What follows belongs to an exercise in optimizing a design on an open flow for small area, a short achievable clock period and few clock cycles; a production flow would make more cautious choices.
The RTL was checked by simulation tests, not by an equivalence proof against the original design.
Power and IR drop assume default switching activity.

the previous run:
// drumseq_engine
module drumseq_engine (
    input  wire        clk,
    input  wire        rst,           
    input  wire        cmd_valid,
    output wire        cmd_ready,
    input  wire [31:0] cmd,
    output reg         rsp_valid,
    output reg         rsp_fault,
    output reg  [31:0] rsp_data,    
    input  wire [15:0] now,
    input  wire        pbuf_we,
    input  wire [5:0]  pbuf_addr,
    input  wire [7:0]  pbuf_wdata,
    output wire [7:0]  pbuf_rdata,
    output reg         sdata,
    output reg         sclk,
    output reg         latch,
    output reg         oe
);
export LEC_CHECK = 0
export CAP_MARGIN = 20
export CORE_MARGIN = 2
export CORE_UTILIZATION = 50
export SLEW_MARGIN = 20
export SYNTH_HIERARCHICAL = 1
create_clock -name core_clock -period 24.0 [get_ports {clk}]
standard.sh (not shown) runs the stock make flow with config.mk's settings and CLKGATE_MAP_FILE= SYNTH_SCRIPT=/design/flow/synth_recipe.tcl, a recipe that flattens the netlist after the stock synthesis.
==> flow/flow/run.sh <==
#!/bin/bash
# Own layout flow: the standard ORFS flow (standard.sh: the standard
# synthesis, floorplan, placement, CTS, routing, finish) with these changes
# to how the layout is made. The SDC (clock period, I/O delays and loads) is
# the standard flow's, unchanged.
#  - SETUP_SLACK_MARGIN: the timing repairs after CTS and after global
#    routing aim for this much setup slack instead of 0, so that the
#    achieved period (clock period less setup slack) shrinks.
#  - MATCH_CELL_FOOTPRINT=0: those repairs may resize a cell to any cell of
#    the same function, not only one of the same footprint.
#  - BUFFER_PORTS_ARGS: every input and output port still gets a buffer, a
#    plain buf_2 rather than the default delay-cell buffer.
set -euo pipefail
bash standard.sh \
    SETUP_SLACK_MARGIN=12.8 \
    MATCH_CELL_FOOTPRINT=0 \
    'BUFFER_PORTS_ARGS=-buffer_cell sky130_fd_sc_hd__buf_2' \
    'CTS_ARGS=-sink_clustering_enable -repair_clock_nets -dont_use_dummy_load -sink_clustering_size 24 -sink_clustering_max_diameter 80' \
    finish > flow_make.log 2>&1
The previous run finished end to end and its layout was clean on timing, DRC and antenna.
Testbench counts of the previous run, summed over its fixed seeds: cycles 40,792.
What the current run does differently from the previous run at the input level:
-- flow/design.v --
<<< the previous run, line 280
    wire        bpm_hi = ~bpm_x[10] & ~hi_r2[10];  
    wire [8:0]  bpm_new = bpm_lo ? 9'd10 : bpm_hi ? 9'd400 : bpm_x[8:0];
    wire [10:0] K       = 11'b010_1001_1000;    
    wire [9:0]  dv_t    = {scr, K[cnt[3:0]]};
    wire [16:0] dv_r    = radd({6'd0, dv_t}, {6'd0, ~{1'b0, bpm}}, 1'b1);
    wire [9:0]  dv_s    = dv_r[9:0];
    wire        dv_q    = dv_r[10];               
    wire [16:0] cnt_inc = radd({11'd0, cnt}, 16'd0, 1'b1);
    wire [16:0] cnt_dec = radd({11'd0, cnt}, 16'h001F, 1'b0);
>>> the current run, line 280
    wire        bpm_hi = ~bpm_x[10] & ~hi_r2[10];  
    wire [8:0]  bpm_new = bpm_lo ? 9'd10 : bpm_hi ? 9'd400 : bpm_x[8:0];
    wire [11:0] K       = 12'b1010_1001_1000;   
    wire [9:0]  dv_t1   = {scr, K[{cnt[2:0], 1'b1}]};
    wire [16:0] dv_r1   = radd({6'd0, dv_t1}, {6'd0, ~{1'b0, bpm}}, 1'b1);
    wire        dv_q1   = dv_r1[10];              
    wire [8:0]  dv_m1   = dv_q1 ? dv_r1[8:0] : dv_t1[8:0];
    wire [9:0]  dv_t2   = {dv_m1, K[{cnt[2:0], 1'b0}]};
    wire [16:0] dv_r2   = radd({6'd0, dv_t2}, {6'd0, ~{1'b0, bpm}}, 1'b1);
    wire        dv_q2   = dv_r2[10];              
    wire [8:0]  dv_m2   = dv_q2 ? dv_r2[8:0] : dv_t2[8:0];
    wire [16:0] cnt_inc = radd({11'd0, cnt}, 16'd0, 1'b1);
    wire [16:0] cnt_dec = radd({11'd0, cnt}, 16'h001F, 1'b0);
<<< the previous run, line 418
                    if (d_tset || d_tadj) begin
                        bpm  <= bpm_new;
                        scr  <= 9'd7;
                        cnt  <= 5'd10;
                        m_dv <= 1'b1;
                    end
>>> the current run, line 422
                    if (d_tset || d_tadj) begin
                        bpm  <= bpm_new;
                        scr  <= 9'd3;
                        cnt  <= 5'd5;
                        m_dv <= 1'b1;
                    end
<<< the previous run, line 508
            end
            if (m_dv) begin
                scr      <= dv_q ? dv_s[8:0] : dv_t[8:0];
                step_dur <= {step_dur[9:0], dv_q};
                cnt      <= cnt_dec[4:0];
                if (cnt == 5'd0) begin
>>> the current run, line 512
            end
            if (m_dv) begin
                scr      <= dv_m2;
                step_dur <= {step_dur[8:0], dv_q1, dv_q2};
                cnt      <= cnt_dec[4:0];
                if (cnt == 5'd0) begin
[summary]
Worst setup slack for the current run: 0.032 ns down relative to the previous run. Combinational cell fraction of total power: the current run > the previous run. [the current run] time the final worst path needs with I/O delays and setup rose 0.032 ns relative to the previous run. Looking at the current run and the previous run, the highest attainable clock frequency is a wash. Between the current run and the previous run, initial DRC count is lower for the current run, the previous run comes in above that. When the final numbers for the current run and the previous run were put side by side, the finished layout cell area turned out to be greater in the current run. The current run vs the previous run — number of global-route vias before repair climbed slightly. Taking the previous run as the reference point, the die outline area of the current run rises by about 0.75%. Synthesized cell area: the current run vs the previous run up 0.76%. Worst ir drop on vdd: the current run vs the previous run down 5.8%. Going from the previous run to the current run, the slew at the pin closest to its max-slew limit was found to have gone down by 0.052 ns.
Testbench counts of the current run, summed over its fixed seeds: cycles 40,402.

==> re-timing with driven ports <==
How much do the figures lean on ideal ports? The routed layouts below were timed once more, with nothing changed but the port constraints. Step 1: set_driving_cell puts a clkbuf_16 on clk and a buf_2 on each other input, an assumption about the parent block. Step 2 also shifts input and output timing later by t, the mid clock arrival at the registers, as if the neighbouring blocks saw the same clock. a / b / c = ideal / step 1 / step 2; a / b = the first two.
run	t (ns)	setup slack, ns	hold slack, ns	worst setup path at the end	pins driven straight from the clock port
the previous run	0.693	12.445 / 12.390 / 12.390	0.461 / 0.461 / 0.461	input to output	1
the current run	0.706	12.413 / 12.364 / 12.364	0.486 / 0.486 / 0.486	input to output	1
After both steps setup and hold are still met in every run listed. For the previous run, which loses most, drivers alone change the setup slack by -0.055 ns; drivers and shift together by -0.055 ns.
